This is an optimization exercise on Yosys and OpenROAD, whose aim is small area, a short achievable clock period and few clock cycles, not a production implementation.
In this exercise RTL edits were held to simulation tests only and were not proved equivalent to the original.
Power figures rest on the tool's default switching activity, not on a simulated workload.

== job 8185 ==
## fcodec
module fcodec (
    input  wire         clk,
    input  wire         rst,             
    input  wire         cfg_variant_b,   
    input  wire         cfg_deadline,    
    input  wire [3:0]   cfg_retry_limit, 
    input  wire         cfg_rx_verify,
    input  wire         cfg_rx_unstuff,
    input  wire         cfg_b_countbyte, 
    input  wire         cmd_valid,
    output wire         cmd_ready,
    input  wire [7:0]   cmd_op,
    input  wire [2:0]   cmd_name,
    input  wire [7:0]   cmd_dev,
    input  wire [3:0]   cmd_count,
    input  wire [95:0]  cmd_values,      
    output reg          busy,
    output reg          done,
    output reg          err,
    output reg  [3:0]   fault,
    output reg  [1:0]   finfo,
    output reg  [2:0]   rcount,
    output reg          rvalid,
    output wire [101:0] rv,              
    output reg          tx_valid,
    input  wire         tx_ready,
    output reg  [7:0]   tx_data,
    output reg          tx_last,
    input  wire         tx_fail,         
    output reg          rx_req,          
    input  wire         rx_valid,
    input  wire [7:0]   rx_data,
    input  wire         rx_end,          
    input  wire [1:0]   rx_status        
);
Size: about 1300 cells after synthesis, roughly 200 flip-flops, ~270 I/O pins, about 11000 µm² of cells after synthesis.
export LEC_CHECK = 0
export ABC_AREA = 1
export CAP_MARGIN = 50
export CORE_MARGIN = 2
export CORE_UTILIZATION = 45
export CTS_CLUSTER_DIAMETER = 80
export CTS_CLUSTER_SIZE = 25
export PLACE_DENSITY = 0.6
export SETUP_SLACK_MARGIN = 5
export SLEW_MARGIN = 50
create_clock -name core_clock -period 8.0 [get_ports {clk}]
standard.sh (not shown) runs the stock make flow with config.mk's settings and CLKGATE_MAP_FILE= SYNTH_SCRIPT=/design/flow/synth_recipe.tcl, a recipe that flattens the netlist after the stock synthesis.
==> flow/flow/run.sh <==
#!/bin/bash
# Standard ORFS layout (the standard.sh, unchanged synthesis), with two
# changes to how the layout is optimised:
#  - the port buffers inserted at global placement are the plain buffer
#    sky130_fd_sc_hd__buf_1 instead of the default choice;
set -euo pipefail
export BUFFER_PORTS_ARGS="-buffer_cell sky130_fd_sc_hd__buf_1"
bash standard.sh SETUP_SLACK_MARGIN=5.3 finish > standard.log 2>&1
Testbench counts of job 8185, summed over its fixed seeds: cycles 99,641.
[inputs] job 2788 vs job 8185
-- flow/design.v --
<<< job 8185, line 70
        end
    endgenerate
    wire act    = tx_valid || waiting;
    wire kill   = rst | (cmd_valid && cmd_op == OP_RESET);
    wire op_ok  = (cmd_op == OP_WRREG) || (cmd_op == OP_RDREG);
    wire cnt_ok = (cmd_count != 4'd0) && (cmd_count <= 4'd6);
>>> job 2788, line 70
        end
    endgenerate
    wire kill   = rst | (cmd_valid && cmd_op == OP_RESET);
    wire accept = cmd_valid && !busy;
    wire op_ok  = (cmd_op == OP_WRREG) || (cmd_op == OP_RDREG);
    wire cnt_ok = (cmd_count != 4'd0) && (cmd_count <= 4'd6);
<<< job 8185, line 102
    end
    wire        hi_sel = gidx[0] ^ vb;                     
    reg         tx_pend;
    wire [7:0]  vbyte  = tx_pend ? rvr[1][7:0] : hi_sel ? rvr[0][15:8] : rvr[0][7:0];
    wire        bval  = is_wr && (vrem != 3'd0);
    wire pa = !vb;
>>> job 2788, line 102
    end
    wire        hi_sel = gidx[0] ^ vb;                     
    wire [7:0]  vbyte  = hi_sel ? rvr[0][15:8] : rvr[0][7:0];
    wire        bval  = is_wr && (vrem != 3'd0);
    wire pa = !vb;
<<< job 8185, line 176
    wire [16:0] f_san = !cls ? (f_big ? 17'd0 : {1'b0, f_u})
                             : {f_neg, f_u};
    wire g_adv    = tx_valid && tx_ready && !tx_last && !g_stuff;
    wire nb_val   = vb ? (b_pay && bval) : (a_val && bval);
    wire tx_shift = g_adv && nb_val && hi_sel;
    wire b_rx     = vb && !is_wr;
    wire shift    = tx_pend || rx_shift;
    wire sh_lo    = shift && !(b_rx && sb);
    wire sh_hi    = shift && !(b_rx && !sb);
    wire ins3     = b_rx && !sb;
    wire rx_live = waiting && !rx_req;
    task complete;
        input [3:0] code;
>>> job 2788, line 175
    wire [16:0] f_san = !cls ? (f_big ? 17'd0 : {1'b0, f_u})
                             : {f_neg, f_u};
    wire g_adv    = busy && !waiting && tx_ready && !tx_last && !g_stuff;
    wire nb_val   = vb ? (b_pay && bval) : (a_val && bval);
    wire tx_shift = g_adv && nb_val && hi_sel;
    wire b_rx     = vb && !is_wr;
    wire shift    = tx_shift || rx_shift;
    wire sh_lo    = shift && !(b_rx && sb);
    wire sh_hi    = shift && !(b_rx && !sb);
    wire ins3     = b_rx && !sb;
    wire rx_live = busy && waiting && !rx_req;
    task complete;
        input [3:0] code;
<<< job 8185, line 195
            busy  <= 1'b0;
            ready_r <= 1'b1;
            waiting <= 1'b0;
        end
    endtask
>>> job 2788, line 194
            busy  <= 1'b0;
            ready_r <= 1'b1;
        end
    endtask
<<< job 8185, line 201
        rxq  <= rx_data;
        rxvq <= rx_valid && rx_live;
        if (!act) begin
            vb      <= cfg_variant_b;
            uns     <= cfg_rx_unstuff;
>>> job 2788, line 199
        rxq  <= rx_data;
        rxvq <= rx_valid && rx_live;
        if (!busy) begin
            vb      <= cfg_variant_b;
            uns     <= cfg_rx_unstuff;
<<< job 8185, line 214
            waiting <= 1'b0;
        end
        if (!waiting)
            rem <= cfg_deadline ? 4'd1 : cfg_retry_limit;
        if (!tx_valid) begin
            tx_data <= (act ? vb : cfg_variant_b) ? 8'hAA : 8'hEB;
            tx_last <= 1'b0;
            gidx    <= 5'd1;
            gesc    <= 1'b0;
            ub_q    <= (act ? vb : cfg_variant_b) ? 8'hAA : 8'h90;
        end else if (tx_ready && !tx_last) begin
            if (g_stuff) begin
>>> job 2788, line 212
            waiting <= 1'b0;
        end
        if (!busy || !waiting)
            rem <= cfg_deadline ? 4'd1 : cfg_retry_limit;
        if (!busy || waiting) begin
            tx_data <= (busy ? vb : cfg_variant_b) ? 8'hAA : 8'hEB;
            tx_last <= 1'b0;
            gidx    <= 5'd1;
            gesc    <= 1'b0;
            ub_q    <= (busy ? vb : cfg_variant_b) ? 8'hAA : 8'h90;
        end else if (tx_ready && !tx_last) begin
            if (g_stuff) begin
<<< job 8185, line 254
            end
        end
        tx_pend <= tx_shift;
        if (tx_shift)
            vrem <= vrem - 3'd1;
        if (act ? sh_lo : cmd_valid) begin
            rvr[0] <= {rvr[1][16], act ? rvr[1][15:0] : cmd_values[15:0]};
            rvr[1] <= {rvr[2][16], act ? rvr[2][15:0] : cmd_values[31:16]};
            rvr[2] <= {rvr[3][16], act ? rvr[3][15:0] : cmd_values[47:32]};
            rvr[3] <= ins3 ? {f_san[16], act ? f_san[15:0] : cmd_values[63:48]}
                           : {rvr[4][16], act ? rvr[4][15:0] : cmd_values[63:48]};
        end
        if (act ? sh_hi : cmd_valid) begin
            rvr[4] <= {rvr[5][16], act ? rvr[5][15:0] : cmd_values[79:64]};
            rvr[5] <= {f_san[16],  act ? f_san[15:0]  : cmd_values[95:80]};
        end
        if (kill) begin
>>> job 2788, line 252
            end
        end
        if (tx_shift)
            vrem <= vrem - 3'd1;
        if (busy ? sh_lo : cmd_valid) begin
            rvr[0] <= {rvr[1][16], busy ? rvr[1][15:0] : cmd_values[15:0]};
            rvr[1] <= {rvr[2][16], busy ? rvr[2][15:0] : cmd_values[31:16]};
            rvr[2] <= {rvr[3][16], busy ? rvr[3][15:0] : cmd_values[47:32]};
            rvr[3] <= ins3 ? {f_san[16], busy ? f_san[15:0] : cmd_values[63:48]}
                           : {rvr[4][16], busy ? rvr[4][15:0] : cmd_values[63:48]};
        end
        if (busy ? sh_hi : cmd_valid) begin
            rvr[4] <= {rvr[5][16], busy ? rvr[5][15:0] : cmd_values[79:64]};
            rvr[5] <= {f_san[16],  busy ? f_san[15:0]  : cmd_values[95:80]};
        end
        if (kill) begin
<<< job 8185, line 279
            tx_valid <= 1'b0;
            rx_req   <= 1'b0;
            waiting  <= 1'b0;
        end else if (!act) begin
            if (cmd_valid) begin
                rvalid   <= 1'b0;
>>> job 2788, line 276
            tx_valid <= 1'b0;
            rx_req   <= 1'b0;
        end else if (!busy) begin
            if (cmd_valid) begin
                rvalid   <= 1'b0;
--- outcome ---
- Going from job 8185 to job 2788, met1 routing resource usage after global routing climbed 1.4 points; clock period minus final worst setup slack dropped 0.036 ns; count of nets after finishing barely changed; routed wire length climbed about 0.3%.
- Between job 8185 and job 2788, source-to-sink clock delay at the later pin of the worst-skew pair increased.
Testbench counts of job 2788, summed over its fixed seeds: cycles 99,641.

---

quartz:
Another version of the RTL of fcodec (not shown whole).
For scale: ~1,300 cells after synthesis, roughly 190 flip-flops, roughly 270 I/O pins, ~0.011 mm2 of cells after synthesis.
export LEC_CHECK = 0
export ABC_AREA = 1
export CAP_MARGIN = 50
export CORE_MARGIN = 2
export CORE_UTILIZATION = 45
export CTS_CLUSTER_DIAMETER = 80
export CTS_CLUSTER_SIZE = 25
export PLACE_DENSITY = 0.6
export SETUP_SLACK_MARGIN = 5
export SLEW_MARGIN = 50
create_clock -name core_clock -period 8.0 [get_ports {clk}]
Scripts as last shown in full above: flow/flow/run.sh
Testbench counts of quartz, summed over its fixed seeds: cycles 99,641.
The following lists how sierra was set up differently from quartz:
--- a/flow/design.v
+++ b/flow/design.v
@@ -46,14 +46,16 @@
     reg        waiting;      
     reg [3:0]  rem;          
     reg [4:0]  gidx;         
     reg [7:0]  ub_q;         
     reg        gesc;         
     reg [7:0]  sum;
     reg [7:0]  rxq;
+    reg        rxq_aa, rxq_a5;   
+    reg        f_hi;             
     reg        rxvq;
     reg        rx_any;
     reg        found;
     reg        escp;
     reg [4:0]  kpos;         
     reg        cks_ok;
     reg [7:0]  lo_q;         
@@ -143,35 +145,35 @@
     always @(*) begin
         d_emit    = 1'b0;
         d_found_n = found;
         d_escp_n  = escp;
         if (!vb) begin
             d_emit = 1'b1;
         end else if (!found) begin
-            if (rxq == 8'hAA) begin
+            if (rxq_aa) begin
                 d_emit    = 1'b1;
                 d_found_n = 1'b1;
             end
-        end else if (uns && (kpos >= 5'd2) && !escp && (rxq == 8'hA5)) begin
+        end else if (uns && (kpos >= 5'd2) && !escp && rxq_a5) begin
             d_escp_n = 1'b1;
         end else begin
             d_emit   = 1'b1;
             d_escp_n = 1'b0;
         end
     end
     wire [4:0] kcks_pos = vb ? 5'd18 : 5'd19;
     wire [4:0] need     = vb ? (ver ? 5'd19 : 5'd14) : (ver ? 5'd20 : 5'd19);
     wire       d_take   = rxvq && d_emit;
     wire [4:0] kpos_n   = (d_take && kpos != 5'd31) ? kpos + 5'd1 : kpos;
     wire       short_n  = d_take ? (kpos < need - 5'd1) : (kpos < need);    
     wire       found_n  = rxvq ? d_found_n : found;
     wire       any_n    = rx_any | rxvq;
     wire       cks_ok_n = (d_take && kpos == kcks_pos) ? (rxq == sum) : cks_ok;
-    wire        f_hi  = vb ? (kpos[0] && kpos >= 5'd7 && kpos <= (sb ? 5'd9 : 5'd13))
-                           : (!kpos[0] && kpos >= 5'd8 && kpos <= 5'd18);
+    wire        f_hi_n = vb ? (kpos_n[0] && kpos_n >= 5'd7 && kpos_n <= (sb ? 5'd9 : 5'd13))
+                            : (!kpos_n[0] && kpos_n >= 5'd8 && kpos_n <= 5'd18);
     wire        rx_shift = d_take && !is_wr && f_hi;
     wire [15:0] f_u   = {rxq, lo_q};
     wire        f_big = (rxq > 8'h17) || (rxq == 8'h17 && lo_gt70);
     wire        f_neg = (rxq > 8'h80) || (rxq == 8'h80 && lo_nz);
     wire [16:0] f_san = !cls ? (f_big ? 17'd0 : {1'b0, f_u})
                              : {f_neg, f_u};
     wire g_adv    = busy && !waiting && tx_ready && !tx_last && !g_stuff;
@@ -192,15 +194,17 @@
             err   <= (code != F_NONE);
             done  <= 1'b1;
             busy  <= 1'b0;
             ready_r <= 1'b1;
         end
     endtask
     always @(posedge clk) begin
-        rxq  <= rx_data;
+        rxq    <= rx_data;
+        rxq_aa <= (rx_data == 8'hAA);
+        rxq_a5 <= (rx_data == 8'hA5);
         rxvq <= rx_valid && rx_live;
         if (!busy) begin
             vb      <= cfg_variant_b;
             uns     <= cfg_rx_unstuff;
             cb      <= cfg_b_countbyte;
             ver     <= cfg_rx_verify;
             is_wr   <= (cmd_op == OP_WRREG);
@@ -236,22 +240,24 @@
             end
         end
         if (rx_req) begin
             rx_any <= 1'b0;
             found  <= 1'b0;
             escp   <= 1'b0;
             kpos   <= 5'd0;
+            f_hi   <= 1'b0;
             sum    <= 8'd0;
             cks_ok <= 1'b0;
         end else if (rxvq) begin
             rx_any <= 1'b1;
             found  <= d_found_n;
             escp   <= d_escp_n;
             if (d_emit) begin
                 kpos   <= kpos_n;
+                f_hi   <= f_hi_n;
                 lo_q    <= rxq;
                 if (kpos >= 5'd2)
                     sum <= sum_n;
                 cks_ok <= cks_ok_n;
             end
         end
         if (tx_shift)
### Flow results
- The run showing the greater complex-gate fraction of the synthesized area is quartz.
- Between quartz and sierra, the flow reports first-pass GRT wire length increasing by a few percent.
- Compared to quartz, the router laid down more metal wire for sierra.
- Row instance count of the mapped netlist: sierra higher / quartz lower
- Looking only at post-detailed-route wirelength per cell, and setting everything else aside, the higher value of sierra and quartz goes to sierra.
- sierra gives less portion of total power attributed to sequential cells than quartz did.
- sierra: height of the die about 1.1% above quartz
- Count of clock-buffer cells in the layout in sierra vs quartz: down 2
- In sierra, the synthesis-to-layout area growth came out 3.7 points above the value in quartz.
- sierra vs quartz on flip-flop and latch count: sierra is the higher one.
- Between sierra and quartz, it is sierra whose combinational power share is higher, by 0.5 points.
Testbench counts of sierra, summed over its fixed seeds: cycles 99,641.

---

## main
fcodec, a different RTL version from the one above (not shown whole).
For scale: ~1400 cells after synthesis, about 270 I/O pins, about 11000 um^2 of cells after synthesis.
==> flow/config.mk <==
export PLATFORM = sky130hd
export DESIGN_NAME = fcodec
export DESIGN_NICKNAME = fcodec
export VERILOG_FILES = /design/flow/design.v
export SDC_FILE = /design/flow/constraint.sdc
export NUM_CORES = 4
export LEC_CHECK = 0
export ABC_AREA = 1
export CAP_MARGIN = 20
export CORE_MARGIN = 2
export CORE_UTILIZATION = 40
export CTS_CLUSTER_DIAMETER = 80
export CTS_CLUSTER_SIZE = 25
export PLACE_DENSITY = 0.6
export SETUP_SLACK_MARGIN = 5
export SLEW_MARGIN = 20
==> flow/constraint.sdc <==
create_clock -name core_clock -period 8.0 [get_ports {clk}]
set_input_delay 1.6000 -clock core_clock [delete_from_list [all_inputs] [get_ports {clk}]]
set_output_delay 1.6000 -clock core_clock [all_outputs]
set_load 0.01 [all_outputs]
==> flow/flow/run.sh <==
#!/bin/bash
# Standard ORFS layout (the standard.sh, unchanged synthesis), with the
# port buffers inserted by global placement taken from the plain buffer
# sky130_fd_sc_hd__buf_1 instead of the default choice.
set -euo pipefail
export BUFFER_PORTS_ARGS="-buffer_cell sky130_fd_sc_hd__buf_1"
bash standard.sh finish > standard.log 2>&1
Testbench counts of main, summed over its fixed seeds: cycles 99,641.
Inputs modified between main and the feature branch:
--- a/flow/design.v
+++ b/flow/design.v
@@ -34,17 +34,16 @@
     input  wire [1:0]   rx_status        
 );
     localparam [3:0] F_NONE = 4'd0, F_UNKNOWN = 4'd1, F_TIMEOUT = 4'd2,
                      F_TRANSPORT = 4'd3, F_MALFORMED = 4'd4, F_BADCOUNT = 4'd5,
                      F_CHECKSUM = 4'd6, F_ILLEGAL = 4'd7;
     localparam [7:0] OP_WRREG = 8'h01, OP_RDREG = 8'h02, OP_RESET = 8'h0F;
     reg        is_wr;
     reg [2:0]  name_r;
-    reg [7:0]  dev_r;
     reg [2:0]  cnt;
     reg        vb, uns, cb, ver;
     reg        sb;           
     reg        waiting;      
     reg [3:0]  rem;          
     reg [4:0]  gidx;         
     reg [7:0]  ub_q;         
     reg        gesc;         
@@ -52,18 +51,18 @@
     reg [7:0]  rxq;
     reg        rxvq;
     reg        rx_any;
     reg        found;
     reg        escp;
     reg [4:0]  kpos;         
     reg        cks_ok;
     reg [7:0]  lo_q;         
-    reg        lo_gt70;      
-    reg        lo_nz;        
+    wire       lo_gt70 = (lo_q > 8'h70);
+    wire       lo_nz   = (lo_q != 8'h00);
     reg [16:0] rvr [0:5];
     integer i;
     reg ready_r;             
     assign cmd_ready = ready_r;
     genvar g;
     generate
         for (g = 0; g < 6; g = g + 1) begin : g_rv
             assign rv[17*g +: 17] = rvr[g];
@@ -114,17 +113,17 @@
             assign at[gp] = (gidx == gp);
         end
     endgenerate
     wire a_val = pa && (gidx >= 5'd6);                       
     wire b_pay = vb && (gidx >= 5'd5) && (gidx <= 5'd12);    
     wire [7:0] a_len = is_wr ? {4'b0000, cnt + 3'd1, 1'b1} : 8'h03;
     wire [7:0] nb =
           ({8{pa && at[0]}} & 8'h90)
-        | ({8{pa && at[1]}} & dev_r)
+        | ({8{pa && at[1]}} & lo_q)
         | ({8{pa && at[2]}} & a_len)
         | ({8{pa && at[3]}} & {7'b0001000, !is_wr} | {8{pa && at[3] && is_wr}} & 8'h02)
         | ({8{pa && at[4]}} & sb_addr[7:0])
         | ({8{pa && at[5]}} & {4'b0000, sb_addr[11:8]})
         | ({8{a_val && is_wr}} & vbyte)
         | ({8{a_val && !is_wr}} & 8'h0C)
         | ({8{vb && at[0]}} & 8'hAA)
         | ({8{vb && at[1]}} & 8'hFF)
@@ -208,17 +207,17 @@
         rxvq <= rx_valid && rx_live;
         if (!busy) begin
             vb      <= cfg_variant_b;
             uns     <= cfg_rx_unstuff;
             cb      <= cfg_b_countbyte;
             ver     <= cfg_rx_verify;
             is_wr   <= (cmd_op == OP_WRREG);
             name_r  <= cmd_name;
-            dev_r   <= cmd_dev;
+            lo_q    <= cmd_dev;
             cnt     <= cmd_count[2:0];
             sb      <= 1'b0;
             waiting <= 1'b0;
         end
         if (!busy || !waiting)
             rem <= cfg_deadline ? 4'd1 : cfg_retry_limit;
         if (accept)
             for (i = 0; i < 6; i = i + 1)
@@ -251,18 +250,16 @@
             cks_ok <= 1'b0;
         end else if (rxvq) begin
             rx_any <= 1'b1;
             found  <= d_found_n;
             escp   <= d_escp_n;
             if (d_emit) begin
                 kpos   <= kpos_n;
                 lo_q    <= rxq;
-                lo_gt70 <= (rxq > 8'h70);
-                lo_nz   <= (rxq != 8'h00);
                 if (kpos >= 5'd2)
                     sum <= sum_n;
                 cks_ok <= cks_ok_n;
             end
         end
         for (i = 0; i < 6; i = i + 1)
             if (f_wr && f_en[i])
                 rvr[i] <= f_san;
--- outcome ---
sequential cells as the cell type taking the most area was reported by main, and multi-input combinational cells by the feature branch.
Taking main as the reference point, the synthesized area of the feature branch falls by 2.8%.
Summary of the feature branch over main: met2 usage in global routing shows an increase of 3.5 points; final critical-path setup slack shows a reduction of 0.20 ns; multiplexer share of the synthesized area shows no meaningful change.
The feature branch vs main: setup slack after placement down
In the flow results for main and the feature branch, the power share of the combinational group is smaller on main.
Per the comparison of the feature branch with main, half-perimeter wire length after detailed placement now larger; amount of wire on met2 after detailed routing now larger; area added between synthesis and finish now larger.
Testbench counts of the feature branch, summed over its fixed seeds: cycles 99,641.

what the ideal ports hide:
The flow's constraints put no driver on any port. The routed layouts listed below were extracted and timed again, unchanged, in two steps.
Step 1 sets driving cells, clkbuf_16 on the clock port and buf_2 on the other inputs (assumed; they add their load-dependent delay and slew).
Step 2 times the ports against the registers' clock, not the clock port: input delays grow and output delays shrink by t, the midpoint of the rising clock arrivals with the driver on.
Slacks: ideal ports / drivers / drivers and shift; pairs: ideal ports / drivers.
run | t (ns) | setup WS [ns] | worst hold slack (ns) | worst setup path at the end | latest minus earliest clock arrival (ns)
job 8185 | 0.481 | 5.299 / 5.277 / 4.913 | 0.460 / 0.460 / 0.460 | input to register | 0.015 / 0.015
job 2788 | 0.494 | 5.335 / 5.284 / 4.918 | 0.447 / 0.447 / 0.447 | input to register | 0.025 / 0.026
quartz | 0.487 | 5.325 / 5.277 / 4.866 | 0.463 / 0.463 / 0.463 | input to register | 0.012 / 0.012
sierra | 0.495 | 5.327 / 5.275 / 4.869 | 0.465 / 0.465 / 0.465 | input to register | 0.019 / 0.019
main | 0.530 | 5.104 / 5.061 / 4.599 | 0.448 / 0.448 / 0.448 | input to register | 0.038 / 0.037
the feature branch | 0.495 | 4.901 / 4.928 / 4.432 | 0.460 / 0.460 / 0.460 | input to register | 0.019 / 0.019
After both steps setup and hold are still met in every run listed. For main, which loses most, drivers alone change the setup slack by -0.043 ns; drivers and shift together by -0.505 ns.
